This design comes from an exercise in tuning for small area, a short achievable clock period and few clock cycles on the open sky130 flow, not from production work.
Function was checked by simulation only, so behaviour that the tests miss may differ from the original.
Power figures rest on the tool's default switching activity, not on a simulated workload.

$ cat design/flow/flow/run.sh
#!/bin/bash
# The standard layout (the standard.sh, all steps) with two changes:
#  - the port buffers that buffer_ports inserts are sky130_fd_sc_hd__buf_1
#    instead of its default pick;
#  - clock tree synthesis builds from clkbuf_8 and adds no dummy loads.
set -euo pipefail
bash standard.sh \
  "BUFFER_PORTS_ARGS=-buffer_cell sky130_fd_sc_hd__buf_1" \
  "CTS_ARGS=-sink_clustering_enable -repair_clock_nets -dont_use_dummy_load -buf_list sky130_fd_sc_hd__clkbuf_8" \
  finish > orfs_make.log 2>&1
$ cat design/flow/config.mk
export PLATFORM = sky130hd
export DESIGN_NAME = frame_parser
export DESIGN_NICKNAME = frame_parser
export VERILOG_FILES = /design/flow/design.v
export SDC_FILE = /design/flow/constraint.sdc
export NUM_CORES = 4
export LEC_CHECK = 0
export CAP_MARGIN = 20
export CORE_MARGIN = 2
export CORE_UTILIZATION = 40
export SETUP_SLACK_MARGIN = 2.5
export SLEW_MARGIN = 20
export SYNTH_MEMORY_MAX_BITS = 16384
$ cat design/flow/standard.sh
#!/bin/bash
# synth_recipe.tcl (not shown) runs the flow's synth.tcl, then flattens the netlist and writes it again
# the make line also repeats each setting of config.mk as NAME=value (left out here)
make -C /OpenROAD-flow-scripts/flow DESIGN_CONFIG=/design/flow/config.mk WORK_HOME=/design/flow/orfs CLKGATE_MAP_FILE= SYNTH_SCRIPT=/design/flow/synth_recipe.tcl "${@:-finish}"
$ cat design/flow/constraint.sdc
create_clock -name core_clock -period 5.0 [get_ports {clk}]
set_input_delay 1.0000 -clock core_clock [delete_from_list [all_inputs] [get_ports {clk}]]
set_output_delay 1.0000 -clock core_clock [all_outputs]
set_load 0.01 [all_outputs]
$ cat design/flow/design.v
module crc32_step32 (
    input  wire [31:0] r,
    input  wire [31:0] d,
    output wire [31:0] q
);
    wire [31:0] x = r ^ d;
    wire t32 = x[0] ^ x[22];
    wire t33 = x[2] ^ x[7];
    wire t34 = x[1] ^ x[23];
    wire t35 = x[3] ^ x[6];
    wire t36 = x[4] ^ t32;
    wire t37 = x[5] ^ x[8];
    wire t38 = x[17] ^ x[24];
    wire t39 = x[18] ^ x[25];
    wire t40 = x[10] ^ x[26];
    wire t41 = x[11] ^ x[27];
    wire t42 = x[12] ^ x[28];
    wire t43 = x[13] ^ x[29];
    wire t44 = x[14] ^ x[30];
    wire t45 = x[15] ^ x[31];
    wire t46 = x[9] ^ x[21];
    wire t47 = x[20] ^ t33;
    wire t48 = x[7] ^ x[19];
    wire t49 = x[16] ^ x[23];
    wire t50 = x[5] ^ t45;
    wire t51 = x[24] ^ x[28];
    wire t52 = x[25] ^ x[29];
    wire t53 = x[19] ^ x[27];
    wire t54 = t34 ^ t40;
    wire t55 = x[0] ^ t42;
    wire t56 = t38 ^ t43;
    wire t57 = t39 ^ t44;
    wire t58 = x[16] ^ t36;
    wire t59 = x[8] ^ x[26];
    wire t60 = x[3] ^ x[4];
    wire t61 = x[2] ^ x[9];
    wire t62 = x[9] ^ x[11];
    wire t63 = x[6] ^ x[30];
    wire t64 = t33 ^ t46;
    wire t65 = t37 ^ t38;
    wire t66 = t35 ^ t37;
    wire t67 = x[31] ^ t41;
    wire t68 = x[13] ^ t36;
    wire t69 = t32 ^ t50;
    wire t70 = x[3] ^ x[10];
    wire t71 = x[14] ^ x[20];
    wire t72 = x[1] ^ x[21];
    wire t73 = x[10] ^ x[15];
    wire t74 = x[5] ^ x[14];
    wire t75 = x[18] ^ x[26];
    wire t76 = x[4] ^ x[15];
    wire t77 = x[19] ^ x[25];
    wire t78 = t35 ^ t48;
    wire t79 = x[12] ^ t37;
    wire t80 = x[24] ^ t40;
    wire t81 = t41 ^ t63;
    wire t82 = t49 ^ t71;
    wire t83 = x[22] ^ t53;
    wire t84 = x[6] ^ t49;
    wire t85 = t51 ^ t76;
    wire t86 = x[31] ^ t53;
    wire t87 = x[22] ^ t48;
    wire t88 = x[2] ^ t42;
    wire t89 = x[30] ^ t39;
    wire t90 = x[28] ^ t44;
    wire t91 = x[21] ^ t42;
    wire t92 = t34 ^ t47;
    wire t93 = t52 ^ t54;
    wire t94 = t47 ^ t79;
    wire t95 = t46 ^ t55;
    wire t96 = t43 ^ t55;
    wire t97 = t44 ^ t56;
    wire t98 = t52 ^ t65;
    wire t99 = t50 ^ t58;
    wire t100 = x[17] ^ t68;
    assign q[0] = t35 ^ t58 ^ t59 ^ t92;
    assign q[1] = x[27] ^ t34 ^ t60 ^ t64 ^ t65;
    assign q[2] = x[10] ^ t36 ^ t39 ^ t51 ^ t61 ^ t66;
    assign q[3] = x[4] ^ x[5] ^ t62 ^ t78 ^ t93;
    assign q[4] = x[4] ^ t80 ^ t81 ^ t94;
    assign q[5] = x[7] ^ x[13] ^ x[25] ^ t66 ^ t67 ^ t95;
    assign q[6] = t61 ^ t70 ^ t82 ^ t96;
    assign q[7] = x[11] ^ t60 ^ t72 ^ t73 ^ t97;
    assign q[8] = x[2] ^ x[11] ^ x[12] ^ t57 ^ t99;
    assign q[9] = x[19] ^ t45 ^ t94 ^ t100;
    assign q[10] = t64 ^ t68 ^ t74 ^ t75;
    assign q[11] = x[14] ^ t34 ^ t66 ^ t73 ^ t83;
    assign q[12] = t47 ^ t62 ^ t84 ^ t85;
    assign q[13] = x[0] ^ x[7] ^ x[12] ^ x[16] ^ x[21] ^ t70 ^ t98;
    assign q[14] = x[1] ^ t39 ^ t59 ^ t62 ^ t63 ^ t100;
    assign q[15] = x[9] ^ x[12] ^ x[18] ^ t33 ^ t54 ^ t74 ^ t86;
    assign q[16] = x[13] ^ x[16] ^ t41 ^ t54 ^ t85 ^ t87;
    assign q[17] = t41 ^ t82 ^ t88 ^ t98;
    assign q[18] = x[15] ^ x[26] ^ t35 ^ t56 ^ t89 ^ t95;
    assign q[19] = x[1] ^ x[27] ^ x[31] ^ t40 ^ t43 ^ t48 ^ t57 ^ t58;
    assign q[20] = x[17] ^ t41 ^ t78 ^ t90 ^ t99;
    assign q[21] = x[3] ^ x[17] ^ x[29] ^ t69 ^ t75 ^ t88;
    assign q[22] = x[18] ^ x[30] ^ t43 ^ t47 ^ t59 ^ t83;
    assign q[23] = x[0] ^ x[3] ^ x[8] ^ x[20] ^ x[23] ^ t46 ^ t86 ^ t90;
    assign q[24] = x[8] ^ x[29] ^ t35 ^ t40 ^ t45 ^ t49 ^ t51 ^ t64;
    assign q[25] = x[20] ^ t38 ^ t61 ^ t81 ^ t93;
    assign q[26] = x[3] ^ t33 ^ t67 ^ t80 ^ t89 ^ t91;
    assign q[27] = x[6] ^ x[16] ^ t67 ^ t77 ^ t92 ^ t96;
    assign q[28] = t36 ^ t84 ^ t91 ^ t97;
    assign q[29] = x[7] ^ t34 ^ t56 ^ t57 ^ t69;
    assign q[30] = x[20] ^ x[24] ^ t45 ^ t57 ^ t60 ^ t87;
    assign q[31] = t33 ^ t35 ^ t69 ^ t72 ^ t77;
endmodule
module frame_parser (
    input  wire        clk,
    input  wire        rst,             
    input  wire        in_valid,
    output wire        in_ready,
    input  wire [31:0] in_data,
    input  wire [2:0]  in_bytes,
    input  wire        in_last,
    output reg         out_valid,
    input  wire        out_ready,
    output wire [4:0]  out_info,        
    output wire [31:0] out_stored,
    output wire [31:0] out_calc,
    output wire [7:0]  out_type,
    output wire [31:0] out_length,
    output wire [31:0] out_data_start,
    output wire [31:0] out_data_end,
    output wire [31:0] out_vlq_count
);
    localparam [1:0] KIND_FRAME    = 2'd0;
    localparam [1:0] KIND_MISMATCH = 2'd1;
    localparam [1:0] KIND_NONE     = 2'd2;
    function [31:0] s_pre;
        input [1:0] p;
        case (p)
            2'd0: s_pre = 32'hFFFFFFFF;
            2'd1: s_pre = 32'hF0958FD9;
            2'd2: s_pre = 32'h9A1C9D90;
            default: s_pre = 32'hA32E2681;
        endcase
    endfunction
    function [31:0] crc_inv1;
        input [31:0] r;
        crc_inv1 = {r[30:0] ^ (32'hEDB88320 & {31{r[31]}}) , r[31]} ^ 32'd0;
    endfunction
    function [31:0] funnel;
        input [31:0] x;
        input [31:0] y;
        input [1:0]  o;
        case (o)
            2'd1: funnel = {x[7:0],  y[31:8]};
            2'd2: funnel = {x[15:0], y[31:16]};
            2'd3: funnel = {x[23:0], y[31:24]};
            default: funnel = x;
        endcase
    endfunction
    function [3:0] funnel4;
        input [3:0] x;
        input [3:0] y;
        input [1:0] o;
        case (o)
            2'd1: funnel4 = {x[0],   y[3:1]};
            2'd2: funnel4 = {x[1:0], y[3:2]};
            2'd3: funnel4 = {x[2:0], y[3]};
            default: funnel4 = x;
        endcase
    endfunction
    function [31:0] lanemask;
        input [3:0] m;
        lanemask = {{8{m[3]}}, {8{m[2]}}, {8{m[1]}}, {8{m[0]}}};
    endfunction
    function [3:0] thermo;    
        input [2:0] n;
        thermo = {n > 3'd3, n > 3'd2, n > 3'd1, n > 3'd0};
    endfunction
    reg        in_ready_r;
    reg [1:0]  in_bi;           
    reg [31:0] ib_data;
    reg [2:0]  ib_n;
    reg        ib_last;
    reg [1:0]  ib_bi;
    reg        ib_full;
    reg [3:0]  ib_pmask;        
    reg [31:0] g_data;
    reg        g_ld;            
    reg        g_part;          
    reg        sh_busy;
    reg [1:0]  sh_kind;
    reg [15:0] sh_hi;
    reg        sh_single;
    reg        rec_free;        
    reg [31:0] stored;
    reg [7:0]  ftype;
    reg [31:0] acc;
    reg [15:0] cnt;
    reg [15:0] ds;
    reg [31:0] de;
    reg [31:0] crc_n;           
    wire [31:0] crc = ~crc_n;
    reg [1:0]  kind;
    reg        ovf, trunc, chk;
    reg        term;            
    reg        done;            
    reg [14:0] rg;              
    reg        rg_x;            
    reg        rg_nz;           
    reg        rg_one;          
    reg        rg_pend;         
    reg        vq;              
    reg        pk_fin;          
    reg [3:0]  pk_mask;         
    reg [1:0]  o_reg;           
    reg [1:0]  vp;              
    reg        r_fresh;         
    reg [1:0]  p_reg;           
    reg        clr_pend;        
    reg [4:0]  inv_cnt;         
    reg        fin_pend;        
    reg        rdy_t_r;         
    assign in_ready       = in_ready_r || (rdy_t_r && out_ready);
    assign out_info       = {ovf, trunc, chk, kind};
    assign out_stored     = stored;
    assign out_calc       = crc_n;
    assign out_type       = ftype;
    assign out_length     = acc;
    assign out_data_start = {16'd0, ds};
    assign out_data_end   = de;
    assign out_vlq_count  = {16'd0, cnt};
    wire accept = in_valid && in_ready;
    reg         de_c16;         
    wire [16:0] de_lo = {1'b0, ds} + {1'b0, acc[15:0]};
    wire       ib_b1    = ib_full && (ib_bi == 2'd1);    
    wire [1:0] o_sel    = ib_b1 ? ib_data[25:24] : o_reg;
    wire       term_acc = ib_b1 ? ((sh_kind == 2'd0) && (ib_n == 3'd4) && !ib_data[31]) : term;
    wire taken  = out_valid && out_ready;
    wire rec_ok = rec_free || taken;
    wire [7:0] l0 = ib_data[7:0];
    wire [7:0] l1 = ib_data[15:8];
    wire [7:0] l2 = ib_data[23:16];
    wire [7:0] l3 = ib_data[31:24];
    wire s0 = ib_full && (ib_bi == 2'd0);
    wire s1 = ib_full && (ib_bi == 2'd1);
    wire s2 = ib_full && (ib_bi == 2'd2);
    wire do_s0     = s0 && !sh_busy;
    wire do_s1     = s1 && rec_ok;
    wire do_single = sh_busy && sh_single && rec_ok;
    wire commit    = do_s1 || do_single;
    wire [1:0] s0_kind = (ib_n == 3'd0) ? KIND_NONE :
                         ((ib_n < 3'd2) || (l0 != 8'h44) || (l1 != 8'h00)) ? KIND_MISMATCH :
                         KIND_FRAME;
    wire frame_c   = (sh_kind == KIND_FRAME);
    wire c_vlq  = do_s1 && frame_c && (ib_n == 3'd4);
    wire c_term = c_vlq && !l3[7];
    wire c_last = do_single || (do_s1 && ib_last);
    wire p_act   = s2 && (kind == KIND_FRAME) && !done;
    wire payload = p_act && term;
    wire v_last  = p_act && !term && ib_last;       
    wire skip2   = s2 && !p_act;
    wire c_cont = c_vlq && l3[7] && !ib_last;
    wire pk_act = (vq || c_cont) && in_valid && !pk_fin;
    reg [7:0] vb;
    always @(*) begin
        case (vp)
            2'd0: vb = in_data[7:0];
            2'd1: vb = in_data[15:8];
            2'd2: vb = in_data[23:16];
            default: vb = in_data[31:24];
        endcase
    end
    wire v_ok   = {1'b0, vp} < in_bytes;
    wire v_do   = pk_act && v_ok;
    wire v_term = v_do && !vb[7];
    wire v_fin  = pk_act && (!v_ok || !vb[7] || (vp == 2'd3) || ({1'b0, vp} + 3'd1 == in_bytes));
    wire consume = do_s0 || do_s1 || s2;
    wire [15:0] ds_v  = ds + 16'd1;
    wire [1:0]  lo2   = c_term ? l3[1:0] : vb[1:0];            
    wire [1:0]  o_new = c_term ? l3[1:0] : (c_cont ? (2'd1 + vb[1:0]) : (ds_v[1:0] + vb[1:0]));
    wire [1:0]  p_new = 2'd0 - lo2;
    wire        l_zero = (l3[6:0] == 7'd0);                    
    wire [14:0] rg_acc = (|acc[31:16]) ? 15'h7FFF : {1'b0, acc[15:2]};
    wire        acc_zero = (acc == 32'd0);
    wire        acc_le4  = (acc[31:3] == 29'd0) && (acc[2:0] <= 3'd4);
    wire        g_do  = g_ld && rg_nz;
    wire        f1    = g_do && rg_one && !g_part;      
    wire [31:0] crc_g;
    crc32_step32 u_step (.r(crc), .d(g_data), .q(crc_g));
    wire [2:0]  o_p    = (o_reg == 2'd0) ? 3'd4 : {1'b0, o_reg};
    wire        lb     = payload && ib_last;
    wire        case_a = lb && g_do && g_part;
    wire        rg_zero_after = !rg_nz || (g_do && rg_one);
    wire        lb_tr  = lb && !case_a && !rg_zero_after;
    wire [3:0]  ge_o   = {o_p <= 3'd3, o_p <= 3'd2, o_p <= 3'd1, 1'b0};    
    wire [3:0]  fl_m   = ib_pmask & thermo(ib_n) & ge_o;
    wire        flush  = lb_tr && (fl_m != 4'd0);
    wire [2:0]  inv_a  = o_p - ib_n;                     
    wire [2:0]  inv_b  = 3'd4 - (ib_n - o_p);            
    wire        inv_en = (inv_cnt != 5'd0) && !g_do;
    wire        inv_fire = inv_en && (inv_cnt == 5'd1);
    wire [3:0]  gt_t   = {vp < 2'd3, vp < 2'd2, vp < 2'd1, 1'b0};   
    wire [3:0]  xm = flush ? 4'd0 : (thermo(in_bytes) & pk_mask);
    wire [3:0]  ym = flush ? fl_m : ib_pmask;
    wire [31:0] gx = in_data & lanemask(xm);
    wire [31:0] gy = ib_data & lanemask(ym);
    wire [3:0]  gm = funnel4(xm, ym, o_sel);     
    wire        g_ld_acc = accept && (in_bi == 2'd2) && term_acc && (gm != 4'd0);
    wire sh_busy_n  = do_s0 ? 1'b1 : (commit ? 1'b0 : sh_busy);
    wire rec_free_n = commit ? 1'b0 : (taken ? 1'b1 : rec_free);
    wire term_n     = commit ? c_term : (v_term ? 1'b1 : term);
    wire [1:0] kind_n = commit ? sh_kind : kind;
    wire done_n;
    wire ib_full_n = accept ? 1'b1 : (ib_full && !consume);
    wire [1:0] bi_n = accept ? in_bi : ib_bi;
    wire pred = (bi_n == 2'd0) ? !sh_busy_n :
                (bi_n == 2'd1) ? rec_free_n : 1'b1;
    wire vq_n     = (v_term || (accept && in_last)) ? 1'b0 : (commit ? c_cont : vq);
    wire pk_fin_n = accept ? 1'b0 : (v_fin || pk_fin);
    wire vc1_n    = accept ? ((in_bytes == 3'd4) && in_data[31] && !in_last)
                           : ((ib_n == 3'd4) && ib_data[31] && !ib_last);
    wire [1:0] sh_kind_n = do_s0 ? s0_kind : sh_kind;
    wire block_n  = (vq_n && !pk_fin_n) ||
                    (ib_full_n && (bi_n == 2'd1) && vc1_n && (sh_kind_n == KIND_FRAME));
    wire in_ready_n = (!ib_full_n || pred) && !block_n;
    wire fire       = fin_pend || inv_fire;
    wire out_valid_n = fire || (out_valid && !taken);
    wire rdy_t_n    = ib_full_n && (bi_n == 2'd1) && out_valid_n && !block_n;
    wire done_set = (commit && (c_last || !frame_c || (c_term && l_zero))) ||
                    (rg_pend && acc_zero) ||
                    v_last || lb || f1;
    assign done_n = commit ? (c_last || !frame_c || (c_term && l_zero)) : (done || done_set);
    reg [31:0] crc_d;
    always @(*) begin
        crc_d = crc;
        if (inv_en)
            crc_d = crc_inv1(crc_inv1(crc));
        if (clr_pend)
            crc_d = 32'hFFFFFFFF;
        if (rg_pend)
            crc_d = s_pre(p_reg);
        if (commit)
            crc_d = (c_term && !ib_last) ? s_pre(2'd0 - ib_data[25:24]) : 32'hFFFFFFFF;
        if (g_do)
            crc_d = crc_g;
    end
    wire eq = (crc == ~stored);
    always @(posedge clk) begin
        de[15:0]  <= de_lo[15:0];
        de[31:16] <= acc[31:16] + {15'd0, de_c16};
        de_c16    <= de_lo[16] && !commit;
        crc_n <= ~crc_d;
        g_data <= funnel(gx, gy, o_sel);
        if (rst) begin
            in_ready_r <= 1'b1;
            rdy_t_r    <= 1'b0;
            in_bi      <= 2'd0;
            ib_full    <= 1'b0;
            g_ld       <= 1'b0;
            sh_busy    <= 1'b0;
            rec_free   <= 1'b1;
            out_valid  <= 1'b0;
            inv_cnt    <= 5'd0;
            fin_pend   <= 1'b0;
            vp         <= 2'd0;
            done       <= 1'b1;
            rg_pend    <= 1'b0;
            vq         <= 1'b0;
            pk_fin     <= 1'b0;
            pk_mask    <= 4'b1111;
            clr_pend   <= 1'b0;
        end else begin
            in_ready_r <= in_ready_n;
            rdy_t_r    <= rdy_t_n;
            if (accept) begin
                ib_data  <= in_data;
                ib_n     <= in_bytes;
                ib_last  <= in_last;
                ib_bi    <= in_bi;
                ib_pmask <= ((in_bi == 2'd2) && term_acc) ? pk_mask : 4'b0000;
                in_bi    <= in_last ? 2'd0 : ((in_bi == 2'd2) ? 2'd2 : in_bi + 2'd1);
            end
            ib_full <= ib_full_n;
            if (flush) begin
                g_ld   <= 1'b1;
                g_part <= 1'b1;
            end else begin
                g_ld   <= g_ld_acc;
                g_part <= in_last && ({1'b0, in_bytes} < ((o_sel == 2'd0) ? 4'd4 : {2'b0, o_sel}));
            end
            vq     <= vq_n;
            pk_fin <= pk_fin_n;
            if (do_s0) begin
                sh_single <= ib_last;
                sh_kind   <= s0_kind;
                sh_hi     <= {(ib_n > 3'd2) ? l2 : 8'd0, (ib_n > 3'd3) ? l3 : 8'd0};
            end
            sh_busy  <= sh_busy_n;
            rec_free <= rec_free_n;
            if (commit) begin
                kind    <= sh_kind;
                stored  <= frame_c ? {sh_hi,
                                      (do_s1 && ib_n > 3'd0) ? l0 : 8'd0,
                                      (do_s1 && ib_n > 3'd1) ? l1 : 8'd0} : 32'd0;
                ftype   <= (frame_c && do_s1 && ib_n > 3'd2) ? l2 : 8'd0;
                acc     <= !c_vlq ? 32'd0 : (v_do ? {18'd0, l3[6:0], vb[6:0]} : {25'd0, l3[6:0]});
                cnt     <= !c_vlq ? 16'd0 : (v_do ? 16'd2 : 16'd1);
                ds      <= !frame_c ? 16'd0 : (!c_vlq ? 16'd7 : (v_do ? 16'd9 : 16'd8));
                ovf     <= 1'b0;
                chk     <= 1'b0;
                trunc   <= frame_c && c_last && !(c_term && l_zero);
                term    <= c_term || v_term;
                if (v_term)
                    p_reg <= 2'd0 - vb[1:0];
                r_fresh <= 1'b1;
                fin_pend <= c_last || !frame_c || (c_term && l_zero);
            end else begin
                fin_pend <= f1;
                if (v_do) begin
                    acc <= {acc[24:0], vb[6:0]};
                    if (acc[31:25] != 7'd0)
                        ovf <= 1'b1;
                    cnt <= cnt + 16'd1;
                    ds  <= ds_v;
                end
                if (v_term) begin
                    term    <= 1'b1;
                    p_reg   <= 2'd0 - vb[1:0];
                    r_fresh <= 1'b1;
                end
                if (v_last) begin
                    trunc    <= 1'b1;
                    fin_pend <= 1'b1;
                end
                if (g_do)
                    r_fresh <= 1'b0;
                if (rg_pend && acc_zero)
                    fin_pend <= 1'b1;
                if (case_a) begin
                    trunc   <= 1'b1;
                    inv_cnt <= {1'b0, inv_a[1:0], 2'd0};
                end else if (lb_tr) begin
                    trunc <= 1'b1;
                    if (flush)
                        inv_cnt <= {1'b0, inv_b[1:0], 2'd0};
                    else
                        fin_pend <= 1'b1;
                end else if (inv_en) begin
                    inv_cnt <= inv_cnt - 5'd1;
                end
            end
            if (accept) begin
                vp      <= 2'd0;
                pk_mask <= 4'b1111;
            end else if (v_term) begin
                pk_mask <= gt_t;
            end else if (v_do && !v_fin) begin
                vp <= vp + 2'd1;
            end
            rg_pend <= v_term;
            if (c_term || v_term)
                o_reg <= o_new;
            if (c_term) begin
                rg     <= {10'd0, l3[6:2]};
                rg_x   <= |l3[1:0];
                rg_nz  <= !l_zero;
                rg_one <= !l_zero && (l3[6:0] <= 7'd4);
            end else if (rg_pend) begin
                rg     <= rg_acc;
                rg_x   <= |acc[1:0];
                rg_nz  <= !acc_zero;
                rg_one <= !acc_zero && acc_le4;
            end else if (g_do) begin
                if (rg_x)
                    rg_x <= 1'b0;
                else
                    rg   <= rg - 15'd1;
                rg_nz  <= !rg_one;
                rg_one <= rg_x ? (rg == 15'd1) : (rg == 15'd2);
            end
            done <= done_n;
            clr_pend <= lb_tr && !flush && r_fresh && !g_do;
            if (fin_pend)
                chk <= (kind == KIND_FRAME) && !trunc && !ovf && eq;
            out_valid <= out_valid_n;
        end
    end
endmodule
==> run_results.csv, run 1 <==
group,metric,value,unit
timing,fin_ws,2.491,ns
finish,ff_latch_area,8302,sq um
setup_path,path_buf_inv,1,
worst_hold_path,worstHoldPathType,"reg -> reg",
setup_path,crit_type,"reg -> out",
detailed_routing,vias,14624,
placed_design,port_buffers,214,
detailed_routing,drt_wl_total,63240,microns
timing,finalHoldViolCount,0,
run,cap_violations,0,
finish,multi_input_area,10120,sq um
timing,slew_headroom,30.73,%
grt,grt_max_degree,44,
pwr,finalPower,15260,uW
clock_network,cts_tree,"yes",
grt,use_met1,35.38,%
pwr,internal-power,8476,uW
grt,grt_usage,25.98,%
clock_network,htree_levels,2,
timing,final_max_slew_viol_count,0,
detailed_routing,avgViaCountPerCell,5.504,
setup_path,arrival,1.51,ns
synth,async_reset_ff_share,0,%
timing,fin_crit_sh,50.19,%
timing,tightest_slew,1.038,ns
detailed_routing,first_pass_iters,6,
finish,drive_above_1_share,14.68,%
finish,syn_to_final_growth,17.95,%
placed_design,dpl.hpwl,46800,microns
pwr,pwr_density_cell,704.8,nW/um^2
synth,syn_area,18360,sq um
placed_design,pre_cts_ws,1.442,ns
setup_path,reg2reg_depth,7,
finish,final_common_cell,"buf_1",
pwr,p_clk_share,12.9,%
grt,grtUsageMet3,3.493,%
synth,ys_seq_area_share,45.15,%
clock_network,clock_sinks,317,
clock_network,cts_made_buffers,56,
timing,rsz0062_at_grt,"yes",
grt,grt_pass1_vias,14107,
setup_path,start_kind,"flop",
timing,fin_skew,0.07268,ns
pwr,combPwrFrac,63.3,%
finish,layout.cells.non_filler,2657,
outcome,status,"complete, no violations",
timing,fmax,398.5,MHz
pwr,total_leakage_power,0.007728,uW
synth,synth_seq_cells,317,
timing,setup_viol,0,
synth,post_synth.cell_area_avg,10.37,sq um
floorplan,row_count,78,
clock_network,cts_buffer_depth,3,
floorplan,die_w,218.2,microns
synth,yosysWarnings,1,
pwr,seqPwrFrac,23.7,%
floorplan,dieArea,47620,sq um
setup_path,max_stage_delay,0.68,ns
setup_path,critPathTopFamily,"flip-flops",
grt,grt_first_pass_wirelength,91320,microns
setup_path,crit_cells,1,
grt,antenna_found_initial,0,
timing,final.setup.tns,0,ns
detailed_routing,drc,0,
synth,synth_ff_type,"edfxtp_1",
pwr,swShare,44.46,%
floorplan,die_h,218.2,microns
finish,layout_common_cells,"211 x buf_1, 207 x xnor2_1, 194 x edfxtp_1, 174 x nand2_1, 112 x dfxtp_1",
setup_path,crit_fanout,5,
finish,final_util,47.71,%
setup_path,slowest_stage,"dfxtp_1",
setup_path,path_cells,"buf_1",
synth,synthCells,1770,
timing,min_period,2.509,ns
floorplan,core_area,45380,sq um
clock_network,clkTransAtPathRegs,0.06,ns
pwr,irDropWorstVdd,0.4692,mV
detailed_routing,antenna_left,0,
placed_design,gp_congestion,0.9867,
worst_hold_path,min_path_cells,1,
clock_network,cts-root-buf,"clkbuf_8",
setup_path,endpoint_kind,"output port",
synth,synth_edf_count,194,
grt,grt_overflow,0,
synth,synth_cell_types,81,
detailed_routing,routedWlPerCell,23.80,microns
floorplan,io_pins,247,
detailed_routing,drtIter0Drc,1529,
finish,n_fill_cell,4279,
finish,final_nets,2152,
grt,busiest_layer,"met2",
grt,grt.met2_usage,41.76,%
pwr,power.switching,6785,uW
clock_network,insertion_delay,0.67,ns
finish,insertedDiodeCount,0,
setup_path,required,4.00,ns
floorplan,start_util,40.45,%
placed_design,dpl.cell_count,2538,
==> final timing paths <==
check | startpoint | end | slack, ns
max reg2reg | crc_n[6] | crc_n[5] | 2.52
min reg2reg | de_c16 | de[16] | 0.45
min | de_c16 | de[16] | 0.45
max | crc_n[8] | out_calc[8] | 2.49
==> final cells by class <==
class	instances	area share [%]
multi-input combinational	1351	46.72
sequential	317	38.34
timing repair buffer	294	7.240
clock buffer	56	3.559
tap	600	3.467
inverter	39	0.6761
==> metal layers <==
metal,up-vias,wire [microns],share of wire (%)
met4,0,2353,3.7
met1,7108,27100,43
li1,6769,-,-
met3,124,4283,6.8
met5,-,0,0
met2,623,29510,47
==> synthesized netlist by cell type (6+ instances only) <==
| library cell | count | share of area, % |
|---|---|---|
| a21o_1 | 12 | 0.49 |
| a21oi_1 | 84 | 2.3 |
| a221o_1 | 8 | 0.44 |
| a222oi_1 | 7 | 0.38 |
| a22o_1 | 18 | 0.86 |
| a22oi_1 | 16 | 0.65 |
| a32o_1 | 8 | 0.44 |
| and2_1 | 78 | 2.7 |
| and3_1 | 9 | 0.31 |
| buf_1 | 9 | 0.18 |
| buf_4 | 35 | 1.4 |
| clkbuf_1 | 47 | 0.96 |
| dfxtp_1 | 123 | 13 |
| edfxtp_1 | 194 | 32 |
| ha_1 | 52 | 3.5 |
| inv_1 | 39 | 0.80 |
| mux2i_1 | 7 | 0.38 |
| nand2_1 | 176 | 3.6 |
| nand2b_1 | 9 | 0.31 |
| nand3_1 | 30 | 0.82 |
| nand4_1 | 10 | 0.34 |
| nor2_1 | 101 | 2.1 |
| nor2b_1 | 17 | 0.58 |
| nor3_1 | 18 | 0.49 |
| nor4_1 | 24 | 0.82 |
| o211ai_1 | 26 | 1.1 |
| o21a_1 | 9 | 0.37 |
| o21ai_0 | 94 | 2.6 |
| o221a_2 | 9 | 0.55 |
| o22ai_1 | 36 | 1.2 |
| o31ai_1 | 6 | 0.25 |
| or3_1 | 12 | 0.41 |
| xnor2_1 | 221 | 11 |
| xnor2_2 | 38 | 3.4 |
| xnor2_4 | 7 | 1.0 |
| xor2_1 | 97 | 4.6 |
==> power by group through the flow <==
stage	clock [uW]	combinational [uW]	sequential [uW]
floorplan	0	7260	3440
global placement	0	9380	3630
detailed placement	0	9370	3640
CTS	2020	9560	3600
global route	2130	10300	3630
finish	1980	9660	3620
==> repair_timing <==
action,4_1_cts,5_1_grt
hold endpoints to repair,0,0
setup endpoints to repair,220,147
buffers inserted,35,21
gates cloned,3,3
pin swaps,9,11
hold buffers,0,0
resized for setup,66,43
==> stage by stage <==
step                cell area, sq um  hold slack [ns]
floorplan                      18580           0.4200
global placement               19780           0.4324
detailed placement             19780           0.4461
CTS                            21190           0.4463
global route                   21650           0.4650
finish                         21650           0.4466
==> worst reg2reg max path: cells and delay by family, from the launching register on <==
kind | cells | cell delay [ns]
xor gates and xnor gates | 6 | 1.78
DFF | 1 | 0.45
AOI/OAI and AO/OA | 1 | 0.12
==> cell families after synthesis <==
group	after synthesis	synth area share [%]
buffers and inverters	134	3.483
other	1	0.02043
AND/OR/NAND/NOR	528	14.54
adder cells (fa/ha/maj)	53	3.653
multiplexers	8	0.4430
AO/OA/AOI/OAI	364	12.94
flip-flops	317	45.15
XOR/XNOR	365	19.77
Testbench counts, summed over its fixed seeds: cycles 45,109.
==> inputs of run 2 (changes only) <==
--- a/design/flow/design.v
+++ b/design/flow/design.v
@@ -178,8 +178,9 @@
     reg        ib_last;
     reg [1:0]  ib_bi;
     reg        ib_full;
+    reg        ib_n4;           
+    reg        ib_l3nz;         
     reg [3:0]  ib_pmask;        
-    reg [31:0] g_data;
     reg        g_ld;            
     reg        g_part;          
     reg        sh_busy;
@@ -214,6 +215,10 @@
     reg        clr_pend;        
     reg [4:0]  inv_cnt;         
     reg        fin_pend;        
+    reg        lbtr_r;          
+    reg        lnz_r;           
+    reg [3:0]  flm_r;           
+    reg        flush_r;         
     reg        rdy_t_r;         
     assign in_ready       = in_ready_r || (rdy_t_r && out_ready);
     assign out_info       = {ovf, trunc, chk, kind};
@@ -228,8 +233,9 @@
     reg         de_c16;         
     wire [16:0] de_lo = {1'b0, ds} + {1'b0, acc[15:0]};
     wire       ib_b1    = ib_full && (ib_bi == 2'd1);    
-    wire [1:0] o_sel    = ib_b1 ? ib_data[25:24] : o_reg;
-    wire       term_acc = ib_b1 ? ((sh_kind == 2'd0) && (ib_n == 3'd4) && !ib_data[31]) : term;
+    reg  [1:0] osel_r;
+    wire [1:0] o_sel    = osel_r;
+    wire       term_acc = ib_b1 ? ((sh_kind == 2'd0) && ib_n4 && !ib_data[31]) : term;
     wire taken  = out_valid && out_ready;
     wire rec_ok = rec_free || taken;
     wire [7:0] l0 = ib_data[7:0];
@@ -247,7 +253,7 @@
                          ((ib_n < 3'd2) || (l0 != 8'h44) || (l1 != 8'h00)) ? KIND_MISMATCH :
                          KIND_FRAME;
     wire frame_c   = (sh_kind == KIND_FRAME);
-    wire c_vlq  = do_s1 && frame_c && (ib_n == 3'd4);
+    wire c_vlq  = do_s1 && frame_c && ib_n4;
     wire c_term = c_vlq && !l3[7];
     wire c_last = do_single || (do_s1 && ib_last);
     wire p_act   = s2 && (kind == KIND_FRAME) && !done;
@@ -281,15 +287,15 @@
     wire        g_do  = g_ld && rg_nz;
     wire        f1    = g_do && rg_one && !g_part;      
     wire [31:0] crc_g;
-    crc32_step32 u_step (.r(crc), .d(g_data), .q(crc_g));
+    crc32_step32 u_step (.r(crc), .d(32'd0), .q(crc_g));
     wire [2:0]  o_p    = (o_reg == 2'd0) ? 3'd4 : {1'b0, o_reg};
     wire        lb     = payload && ib_last;
     wire        case_a = lb && g_do && g_part;
     wire        rg_zero_after = !rg_nz || (g_do && rg_one);
-    wire        lb_tr  = lb && !case_a && !rg_zero_after;
+    wire        lb_tr  = lbtr_r;
     wire [3:0]  ge_o   = {o_p <= 3'd3, o_p <= 3'd2, o_p <= 3'd1, 1'b0};    
-    wire [3:0]  fl_m   = ib_pmask & thermo(ib_n) & ge_o;
-    wire        flush  = lb_tr && (fl_m != 4'd0);
+    wire [3:0]  fl_m   = flm_r;
+    wire        flush  = flush_r;
     wire [2:0]  inv_a  = o_p - ib_n;                     
     wire [2:0]  inv_b  = 3'd4 - (ib_n - o_p);            
     wire        inv_en = (inv_cnt != 5'd0) && !g_do;
@@ -297,23 +303,43 @@
     wire [3:0]  gt_t   = {vp < 2'd3, vp < 2'd2, vp < 2'd1, 1'b0};   
     wire [3:0]  xm = flush ? 4'd0 : (thermo(in_bytes) & pk_mask);
     wire [3:0]  ym = flush ? fl_m : ib_pmask;
-    wire [31:0] gx = in_data & lanemask(xm);
-    wire [31:0] gy = ib_data & lanemask(ym);
     wire [3:0]  gm = funnel4(xm, ym, o_sel);     
-    wire        g_ld_acc = accept && (in_bi == 2'd2) && term_acc && (gm != 4'd0);
+    wire        rg_nz_n  = c_term ? !l_zero : (rg_pend ? !acc_zero : (g_do ? !rg_one : rg_nz));
+    wire        pa_n = ib_b1 ? (term_acc && ib_l3nz)
+                             : (term && (rg_pend ? lnz_r : (g_do ? !rg_one : rg_nz)));
+    wire        g_ld_acc = accept && (in_bi == 2'd2) && (gm != 4'd0) && pa_n;
+    wire        g_ld_n   = flush || g_ld_acc;
+    wire        accv     = accept && (in_bi == 2'd2) && pa_n;
+    wire [3:0]  xm_g     = xm & {4{accv}};
+    wire [3:0]  ym_g     = flush ? fl_m : (ib_pmask & {4{accv}});
+    wire [31:0] g_cut    = funnel(in_data & lanemask(xm_g), ib_data & lanemask(ym_g), o_sel);
     wire sh_busy_n  = do_s0 ? 1'b1 : (commit ? 1'b0 : sh_busy);
     wire rec_free_n = commit ? 1'b0 : (taken ? 1'b1 : rec_free);
     wire term_n     = commit ? c_term : (v_term ? 1'b1 : term);
     wire [1:0] kind_n = commit ? sh_kind : kind;
+    wire term_nx   = commit ? (c_term || v_term) : (v_term || term);
+    wire rg_one_nx = c_term ? (!l_zero && (l3[6:0] <= 7'd4)) :
+                     rg_pend ? (!acc_zero && acc_le4) :
+                     g_do ? (rg_x ? (rg == 15'd1) : (rg == 15'd2)) : rg_one;
+    wire gpart_nx  = in_last && ({1'b0, in_bytes} < ((o_sel == 2'd0) ? 4'd4 : {2'b0, o_sel}));
+    wire gdo_nx    = g_ld_n && rg_nz_n;
+    wire [2:0] o_sp = (o_sel == 2'd0) ? 3'd4 : {1'b0, o_sel};
+    wire [3:0] flm_n = (((in_bi == 2'd2) && term_acc) ? pk_mask : 4'b0000) & thermo(in_bytes) &
+                       {o_sp <= 3'd3, o_sp <= 3'd2, o_sp <= 3'd1, 1'b0};
+    wire lbtr_n    = accept && in_last && (in_bi == 2'd2) && (kind_n == KIND_FRAME) && !done_n &&
+                     term_nx && !(gdo_nx && gpart_nx) && rg_nz_n && !(gdo_nx && rg_one_nx);
     wire done_n;
     wire ib_full_n = accept ? 1'b1 : (ib_full && !consume);
     wire [1:0] bi_n = accept ? in_bi : ib_bi;
+    wire [1:0] o_reg_n = (!rst && (c_term || v_term)) ? o_new : o_reg;
+    wire [1:0] osel_n  = (!rst && ib_full_n && (bi_n == 2'd1)) ?
+                         (accept ? in_data[25:24] : ib_data[25:24]) : o_reg_n;
     wire pred = (bi_n == 2'd0) ? !sh_busy_n :
                 (bi_n == 2'd1) ? rec_free_n : 1'b1;
     wire vq_n     = (v_term || (accept && in_last)) ? 1'b0 : (commit ? c_cont : vq);
     wire pk_fin_n = accept ? 1'b0 : (v_fin || pk_fin);
     wire vc1_n    = accept ? ((in_bytes == 3'd4) && in_data[31] && !in_last)
-                           : ((ib_n == 3'd4) && ib_data[31] && !ib_last);
+                           : (ib_n4 && ib_data[31] && !ib_last);
     wire [1:0] sh_kind_n = do_s0 ? s0_kind : sh_kind;
     wire block_n  = (vq_n && !pk_fin_n) ||
                     (ib_full_n && (bi_n == 2'd1) && vc1_n && (sh_kind_n == KIND_FRAME));
@@ -344,8 +370,8 @@
         de[15:0]  <= de_lo[15:0];
         de[31:16] <= acc[31:16] + {15'd0, de_c16};
         de_c16    <= de_lo[16] && !commit;
-        crc_n <= ~crc_d;
-        g_data <= funnel(gx, gy, o_sel);
+        crc_n <= ~(crc_d ^ g_cut);
+        osel_r <= osel_n;
         if (rst) begin
             in_ready_r <= 1'b1;
             rdy_t_r    <= 1'b0;
@@ -364,23 +390,26 @@
             pk_fin     <= 1'b0;
             pk_mask    <= 4'b1111;
             clr_pend   <= 1'b0;
+            lbtr_r     <= 1'b0;
+            flush_r    <= 1'b0;
         end else begin
             in_ready_r <= in_ready_n;
             rdy_t_r    <= rdy_t_n;
             if (accept) begin
                 ib_data  <= in_data;
                 ib_n     <= in_bytes;
+                ib_n4    <= (in_bytes == 3'd4);
+                ib_l3nz  <= (in_data[30:24] != 7'd0);
                 ib_last  <= in_last;
                 ib_bi    <= in_bi;
                 ib_pmask <= ((in_bi == 2'd2) && term_acc) ? pk_mask : 4'b0000;
                 in_bi    <= in_last ? 2'd0 : ((in_bi == 2'd2) ? 2'd2 : in_bi + 2'd1);
             end
             ib_full <= ib_full_n;
+            g_ld <= g_ld_n;
             if (flush) begin
-                g_ld   <= 1'b1;
                 g_part <= 1'b1;
             end else begin
-                g_ld   <= g_ld_acc;
                 g_part <= in_last && ({1'b0, in_bytes} < ((o_sel == 2'd0) ? 4'd4 : {2'b0, o_sel}));
             end
             vq     <= vq_n;
@@ -475,6 +504,12 @@
             end
             done <= done_n;
             clr_pend <= lb_tr && !flush && r_fresh && !g_do;
+            lbtr_r   <= lbtr_n;
+            flush_r  <= lbtr_n && (flm_n != 4'd0);
+            if (accept)
+                flm_r <= flm_n;
+            if (v_term)
+                lnz_r <= ((commit ? {18'd0, l3[6:0], vb[6:0]} : {acc[24:0], vb[6:0]}) != 32'd0);
             if (fin_pend)
                 chk <= (kind == KIND_FRAME) && !trunc && !ovf && eq;
             out_valid <= out_valid_n;
==> run_results.csv, run 2 <==
group,metric,value,unit
outcome,status,"complete, no violations",
detailed_routing,vias,15013,
finish,final_area,20940,sq um
pwr,power.switching,6829,uW
detailed_routing,drtIter0Drc,1818,
timing,fin_crit_sh,50.47,%
finish,layout_common_cells,"237 x xnor2_1, 210 x buf_1, 200 x edfxtp_1, 147 x nand2_1, 104 x nor2_1",
timing,final_max_slew_viol_count,0,
timing,setup_viol,0,
pwr,p_clk_share,12.6,%
synth,synth_edf_count,200,
finish,final_common_cell,"xnor2_1",
clock_network,insertion_delay,0.65,ns
setup_path,crit_fanout,57,
floorplan,core_area,44320,sq um
synth,post_synth.cell_area_avg,9.890,sq um
pwr,irDropWorstVdd,0.7084,mV
floorplan,die_h,216.2,microns
synth,synth_most_common_cell,"xnor2_1",
synth,synth_top_cells_by_count,"245 x xnor2_1, 200 x edfxtp_1, 149 x nand2_1",
clock_network,cts_buffer_depth,3,
synth,ys_seq_area_share,43.91,%
synth,yosys.area_share.adder,4.002,%
synth,synth_top_family_by_area,"XOR/XNOR gates",
setup_path,rrSetupSlack,2.49,ns
setup_path,required,5.49,ns
placed_design,postPlaceCellArea,19340,sq um
setup_path,reg2reg_from,"sh_kind[1]",
synth,synth_seq_cells,295,
clock_network,htree_levels,2,
timing,min_period,2.523,ns
timing,fin_skew,0.07105,ns
pwr,combPwrFrac,62.4,%
clock_network,clock_sinks,295,
detailed_routing,routedWlPerCell,22.97,microns
floorplan,row_count,77,
placed_design,gp_congestion,0.9411,
setup_path,start_kind,"primary input",
clock_network,holdBufCountCts,0,
pwr,pwr_density_cell,696.1,nW/um^2
pwr,internal-power,7748,uW
setup_path,path_cells,"buf_2 -> a21oi_4 -> a21oi_4 -> clkbuf_8 -> nor3_1 -> o211ai_1 -> a21oi_1 -> nand4_1 -> nor4_1",
timing,finalHoldViolCount,0,
synth,synth-simple-area-share,15.70,%
detailed_routing,antenna_left,0,
worst_hold_path,min_path_cells,1,
pwr,seqPwrFrac,25.0,%
synth,yosys-top-cells-area,"edfxtp_1 33%, xnor2_1 12%, dfxtp_1 11%",
setup_path,reg2reg_depth,10,
detailed_routing,drt_wl_total,60400,microns
clock_network,cts-root-buf,"clkbuf_8",
setup_path,endpoint_kind,"flop",
clock_network,cts_tree,"yes",
setup_path,crit_top_cell,"a21oi_4",
synth,synth_top_area_share,33.35,%
pwr,swShare,46.85,%
detailed_routing,avgViaCountPerCell,5.711,
synth,syn_area,18010,sq um
finish,final_nets,2135,
synth,synth_xor_area_share,17.32,%
synth,async_reset_ff_share,0,%
floorplan,dieArea,46740,sq um
grt,grt_first_pass_wirelength,89250,microns
placed_design,dpl.cell_count,2539,
grt,grt_pass1_vias,14046,
clock_network,clkTransAtPathRegs,0.06,ns
grt,grt_max_degree,58,
timing,final.setup.tns,0,ns
detailed_routing,first_pass_iters,10,
placed_design,dpl.hpwl,43340,microns
grt,grt_usage,25.13,%
synth,yosysTopAreaCell,"edfxtp_1",
timing,timing.hold.ws,0.4420,ns
synth,yosysWarnings,1,
setup_path,max_stage_delay,0.38,ns
setup_path,arrival,3.02,ns
worst_hold_path,min-delay-start,"de_c16",
timing,tightest_slew,1.064,ns
grt,grt_overflow,0,
finish,final_util,47.25,%
clock_network,cts_made_buffers,52,
setup_path,crit_type,"in -> reg",
synth,synthMuxAreaShare,0.6322,%
run,cap_violations,0,
timing,rsz0062_at_grt,"yes",
grt,antenna_found_initial,3,
placed_design,port_buffers,214,
finish,layout.cells.non_filler,2629,
detailed_routing,drc,0,
timing,fmax,396.3,MHz
floorplan,start_util,40.64,%
synth,synth_cell_types,82,
setup_path,slowest_stage,"a21oi_4",
setup_path,setup.worst_path.start,"out_ready",
synth,synthCells,1821,
floorplan,die_w,216.2,microns
synth,synth-compound-area-share,13.51,%
worst_hold_path,worstHoldPathType,"reg -> reg",
pwr,total_leakage_power,0.007275,uW
timing,slew_headroom,28.96,%
finish,drive_above_1_share,13.11,%
floorplan,io_pins,247,
synth,synth_ff_type,"edfxtp_1",
finish,syn_to_final_growth,16.28,%
finish,n_fill_cell,4196,
[run 2: changes by cell type after synthesis, moves of 15 or more]
cell / change
a21oi_1: +37
xnor2_2: -36
dfxtp_1: -28
o21ai_0: -28
nand2_1: -27
buf_2: +25
xnor2_1: +24
o22ai_1: -18
a222oi_1: +15
[run 2: path summary, 6_finish.rpt]
| check | to |
|---|---|
| worst max register to register | crc_n[3] |
| worst min register to register | de[16] |
| worst min-delay path | de[16] |
| worst max-delay path | flush_r |
[run 2: repair_timing]
action                     CTS  global route
pin swaps                   15            16
cloned                       2             0
gates resized for setup     90            50
setup endpoints to repair  186            67
setup buffers               24            11
[run 2: worst max-delay path: cells and delay by family]
family                 cells  cell delay [ns]
AOI/OAI and AO/OA          4             0.82
and+or+nand+nor            3             0.75
buffers and inverters      2             0.44
[run 2: through the flow]
step,total power [uW],worst slack (ns)
2_1_floorplan,9837,1.374
3_3_place_gp,12240,1.427
3_5_place_dp,12180,1.375
4_1_cts,14270,2.477
5_1_grt,15370,2.354
6_report,14580,2.477
[run 2: cell families after synthesis]
family,count (synthesis)
adders and majority gates,57
xor gates and xnor gates,352
DFF,295
buffers and inverters,186
other,1
and+or+nand+nor,549
AOI/OAI and AO/OA,370
muxes,11
[run 2: cell type report]
type / instances / area [sq um] / area share (%)
tap: 592 / 740.7 / 3.537
clock buffer: 52 / 715.7 / 3.418
inverter: 50 / 193.9 / 0.9261
multi-input combinational: 1373 / 10020 / 47.86
timing repair buffer: 266 / 1301 / 6.214
antenna: 1 / 2.502 / 0.01195
sequential: 295 / 7964 / 38.03
[run 2: power by group through the flow]
| stage | clock [uW] | combinational [uW] | sequential [uW] |
|---|---|---|---|
| 2_1_floorplan | 0 | 6750 | 3090 |
| 3_3_place_gp | 0 | 8620 | 3620 |
| 3_5_place_dp | 0 | 8560 | 3620 |
| 4_1_cts | 1880 | 8780 | 3610 |
| 5_1_grt | 1980 | 9720 | 3660 |
| 6_report | 1830 | 9100 | 3650 |
[run 2: routing by layer]
metal / global-route usage (%) / up-vias / share of wire [%]
li1: - / 6839 / -
met1: 35.97 / 7198 / 43
met2: 37.47 / 825 / 44
met3: 5.207 / 151 / 9.7
met4: 9.041 / 0 / 3.6
met5: 0 / - / 0
Testbench counts of run 2, summed over its fixed seeds: cycles 45,109.
==> inputs of run 3 (changes only) <==
--- a/design/flow/design.v
+++ b/design/flow/design.v
@@ -326,14 +326,26 @@
     wire [2:0] o_sp = (o_sel == 2'd0) ? 3'd4 : {1'b0, o_sel};
     wire [3:0] flm_n = (((in_bi == 2'd2) && term_acc) ? pk_mask : 4'b0000) & thermo(in_bytes) &
                        {o_sp <= 3'd3, o_sp <= 3'd2, o_sp <= 3'd1, 1'b0};
-    wire lbtr_n    = accept && in_last && (in_bi == 2'd2) && (kind_n == KIND_FRAME) && !done_n &&
-                     term_nx && !(gdo_nx && gpart_nx) && rg_nz_n && !(gdo_nx && rg_one_nx);
+    wire craw      = frame_c && ib_n4 && !l3[7];
+    wire kindF_x   = ib_b1 ? frame_c : (kind == KIND_FRAME);
+    wire done_x    = ib_b1 ? (!frame_c || (craw && l_zero))
+                           : (done || (rg_pend && acc_zero) || f1 || v_last || lb);
+    wire term_x    = ib_b1 ? craw : term;
+    wire rgnz_x    = ib_b1 ? !l_zero : (rg_pend ? !acc_zero : (g_do ? !rg_one : rg_nz));
+    wire rgone_x   = ib_b1 ? (!l_zero && (l3[6:0] <= 7'd4)) :
+                     rg_pend ? (!acc_zero && acc_le4) :
+                     g_do ? (rg_x ? (rg == 15'd1) : (rg == 15'd2)) : rg_one;
+    wire gdo_x     = g_ld_acc && rgnz_x;
+    wire lbtr_n    = accept && in_last && (in_bi == 2'd2) && kindF_x && !done_x &&
+                     term_x && !(gdo_x && gpart_nx) && rgnz_x && !(gdo_x && rgone_x);
     wire done_n;
     wire ib_full_n = accept ? 1'b1 : (ib_full && !consume);
     wire [1:0] bi_n = accept ? in_bi : ib_bi;
-    wire [1:0] o_reg_n = (!rst && (c_term || v_term)) ? o_new : o_reg;
-    wire [1:0] osel_n  = (!rst && ib_full_n && (bi_n == 2'd1)) ?
-                         (accept ? in_data[25:24] : ib_data[25:24]) : o_reg_n;
+    wire pk_act_r  = (vq || (ib_b1 && frame_c && ib_n4 && l3[7] && !ib_last)) && in_valid && !pk_fin;
+    wire v_term_r  = pk_act_r && v_ok && !vb[7];
+    wire [1:0] osel_n  = (accept && (in_bi == 2'd1)) ? in_data[25:24] :
+                         v_term_r ? ((ib_b1 ? 2'd1 : ds_v[1:0]) + vb[1:0]) :
+                         ib_b1 ? ib_data[25:24] : o_reg;
     wire pred = (bi_n == 2'd0) ? !sh_busy_n :
                 (bi_n == 2'd1) ? rec_free_n : 1'b1;
     wire vq_n     = (v_term || (accept && in_last)) ? 1'b0 : (commit ? c_cont : vq);
@@ -509,7 +521,7 @@
             if (accept)
                 flm_r <= flm_n;
             if (v_term)
-                lnz_r <= ((commit ? {18'd0, l3[6:0], vb[6:0]} : {acc[24:0], vb[6:0]}) != 32'd0);
+                lnz_r <= ((ib_b1 ? {18'd0, l3[6:0], vb[6:0]} : {acc[24:0], vb[6:0]}) != 32'd0);
             if (fin_pend)
                 chk <= (kind == KIND_FRAME) && !trunc && !ovf && eq;
             out_valid <= out_valid_n;
==> run_results.csv, run 3 <==
group,metric,value,unit
run,cap_violations,0,
detailed_routing,antenna_left,0,
setup_path,required,5.48,ns
worst_hold_path,min-delay-start,"de_c16",
finish,layout_common_cells,"233 x xnor2_1, 209 x buf_1, 200 x edfxtp_1, 153 x nand2_1, 112 x xor2_1",
synth,yosys-top-cells-area,"edfxtp_1 33%, xnor2_1 11%, dfxtp_1 10%",
clock_network,insertion_delay,0.65,ns
setup_path,arrival,3.15,ns
clock_network,cts_buffer_depth,3,
finish,insertedDiodeCount,0,
pwr,swShare,47.57,%
clock_network,cts_tree,"yes",
placed_design,gp_congestion,0.9325,
grt,grt_pass1_vias,14459,
timing,setup_viol,0,
setup_path,r2r_end,"crc_n[20]",
outcome,status,"complete, no violations",
grt,grt_max_degree,65,
timing,final.setup.tns,0,ns
clock_network,cts_made_buffers,50,
pwr,internal-power,7788,uW
detailed_routing,routedWlPerCell,23.55,microns
setup_path,setup.worst_path.start,"ib_bi[1]",
clock_network,htree_levels,2,
timing,final_max_slew_viol_count,0,
clock_network,clkTransAtPathRegs,0.06,ns
grt,antenna_found_initial,0,
detailed_routing,drc,0,
pwr,seqPwrFrac,24.0,%
finish,final_nets,2207,
timing,fin_crit_sh,53.49,%
synth,yosysWarnings,1,
timing,min_period,2.674,ns
detailed_routing,first_pass_iters,6,
detailed_routing,drt_wl_total,63730,microns
pwr,pwr_density_cell,671.7,nW/um^2
timing,slew_headroom,37.96,%
detailed_routing,drtIter0Drc,1898,
synth,synth_cell_types,89,
clock_network,clock_sinks,295,
floorplan,start_util,40.44,%
timing,fmax,373.9,MHz
synth,synth_top_area_share,32.72,%
timing,finalHoldViolCount,0,
floorplan,die_w,218.2,microns
synth,synth_seq_cells,295,
floorplan,die_h,218.2,microns
pwr,p_clk_share,12.1,%
floorplan,dieArea,47610,sq um
timing,fin_ws,2.326,ns
finish,final_util,48.73,%
placed_design,dpl.hpwl,45340,microns
floorplan,core_area,45380,sq um
placed_design,port_buffers,214,
synth,synth_top_cells_by_count,"236 x xnor2_1, 200 x edfxtp_1, 157 x nand2_1",
setup_path,rrSetupSlack,2.33,ns
grt,grt.met2_usage,40.01,%
pwr,irDropWorstVdd,1.224,mV
setup_path,crit_type,"reg -> reg",
finish,final_common_cell,"xnor2_1",
detailed_routing,vias,15418,
setup_path,start_kind,"flop",
synth,synth_ff_type,"edfxtp_1",
synth,post_synth.cell_area_avg,10.00,sq um
setup_path,crit_fanout,7,
grt,grtUsageMet3,4.217,%
finish,syn_to_final_growth,20.49,%
worst_hold_path,whs_endpoint,"de[16]",
setup_path,reg2reg_depth,11,
worst_hold_path,worstHoldPathType,"reg -> reg",
placed_design,pre_cts_ws,1.294,ns
pwr,combPwrFrac,63.9,%
setup_path,reg2reg_from,"ib_bi[1]",
grt,grt_overflow,0,
timing,rsz0062_at_grt,"yes",
timing,fin_skew,0.08975,ns
grt,use_met1,35.57,%
synth,yosysTopAreaCell,"edfxtp_1",
grt,busiest_layer,"met2",
timing,tightest_slew,0.9240,ns
synth,async_reset_ff_share,0,%
finish,drive_above_1_share,18.09,%
synth,synth_most_common_cell,"xnor2_1",
pwr,total_leakage_power,0.007970,uW
setup_path,endpoint_kind,"flop",
clock_network,cts-root-buf,"clkbuf_8",
synth,ys_seq_area_share,43.08,%
detailed_routing,avgViaCountPerCell,5.698,
floorplan,row_count,78,
grt,grt_first_pass_wirelength,92380,microns
synth,synth_edf_count,200,
worst_hold_path,min_path_cells,1,
floorplan,io_pins,247,
synth,syn_area,18350,sq um
synth,synthCells,1835,
grt,grt_usage,25.73,%
pwr,power.switching,7065,uW
[run 3: cell count changes in the layout (fill, tap and decap cells not counted), moves of 10 or more]
cell      delta
buf_4       +43
a21oi_1     -18
and2_1      -16
xor2_1      +16
nor2b_1     +14
buf_6       +12
nor2_1      -11
o211ai_1    -11
o21ai_0     -11
a222oi_1    -10
[run 3: area by class of cell]
type / count / area (sq um)
timing repair buffer: 325 / 1879
sequential: 295 / 7950
multi-input combinational: 1388 / 10650
clock buffer: 50 / 688.2
tap: 600 / 750.7
inverter: 48 / 195.2
fill: 4224 / 23270
[run 3: cell families (layout without fill, tap and decap cells)]
group	after synthesis	after routing	share of synthesized area, %
buf+inv	184	423	4.915
simple gates	553	553	15.57
mux	20	20	1.138
other cells	1	32	0.02043
compound gates	363	364	13.56
xor+xnor	360	360	17.65
flops	295	295	43.08
fa+ha+maj	59	59	4.063
[run 3: per-layer routing]
metal | vias up | wire [microns]
met5 | - | 0
met4 | 0 | 2608
met3 | 154 | 4938
met2 | 740 | 29200
met1 | 7551 | 26980
li1 | 6973 | -
[run 3: how the worst max path moves through the flow]
stage | endpoint | slack (ns) | cells past startpoint
finish | crc_n[20] | 2.33 | 11
global placement | acc[30] | 1.30 | 11
CTS | crc_n[15] | 2.46 | 10
detailed placement | acc[28] | 1.29 | 11
global route | crc_n[25] | 2.27 | 11
floorplan | acc[0] | 1.43 | 10
[run 3: critical path: stages (launching register included)]
cell and delay, ns:
edfxtp_1 0.45, nand3b_1 0.30, buf_4 0.21, nor3_4 0.16, buf_6 0.14, a22oi_4 0.11, buf_6 0.16, nor4b_4 0.38
buf_6 0.21, and2_4 0.16, a221oi_2 0.06, xor2_1 0.17
[run 3: what timing repair did]
item | 4_1_cts | 5_1_grt
pin swaps | 28 | 53
hold endpoints to repair | 0 | 0
setup endpoints to repair | 297 | 146
setup buffers | 53 | 29
hold buffers | 0 | 0
resized for setup | 134 | 96
gates cloned | 2 | 4
[run 3: power groups by stage]
stage                     clock network (uW)  registers [uW]  logic, uW
after global placement                     0            3560       9010
final                                   1790            3570       9500
after CTS                               1840            3540       9180
after global routing                    1910            3570       9960
after detailed placement                   0            3560       8960
after floorplan                            0            3080       6960
[run 3: metrics by stage]
stage	cells	total power, uW	hold WS [ns]	area [sq um]
after detailed placement	2568	12520	0.4437	19630
after CTS	2673	14560	0.4574	21310
after floorplan	1866	10040	0.4200	18670
after global routing	2706	15440	0.4655	22110
final	2706	14850	0.4522	22110
after global placement	2568	12570	0.4330	19630
Testbench counts of run 3, summed over its fixed seeds: cycles 45,109.

[port drivers added, routing unchanged]
In the flow no input, the clock included, has a driving cell. The finished layouts below were timed again as built, in two steps. Step 1 (the two cells are an assumption about what drives the block):
set clk [get_ports {clk}]
set_driving_cell -lib_cell sky130_fd_sc_hd__clkbuf_16 $clk
set_driving_cell -lib_cell sky130_fd_sc_hd__buf_2 [delete_from_list [all_inputs] $clk]
Step 2 adds t to the input delays and takes it off the output delays; t is the mean of the earliest and latest rising clock arrival at the registers after step 1. Input paths then give back, and output paths get back, about the clock's delay inside the block. a / b / c = no drivers / after step 1 / after step 2; a / b = the first two.
run | t, ns | setup WS [ns] | latest minus earliest clock arrival (ns) | cell pins on the clock port's net
run 1 | 0.684 | 2.491 / 2.441 / 2.024 | 0.074 / 0.074 | 1
run 2 | 0.663 | 2.477 / 2.486 / 1.843 | 0.079 / 0.079 | 1
run 3 | 0.653 | 2.326 / 2.326 / 1.879 | 0.093 / 0.092 | 1
After both steps every run listed still meets setup and hold. The setup slack of run 2, which loses most, moves by +0.009 ns with the drivers and by -0.634 ns with both steps.
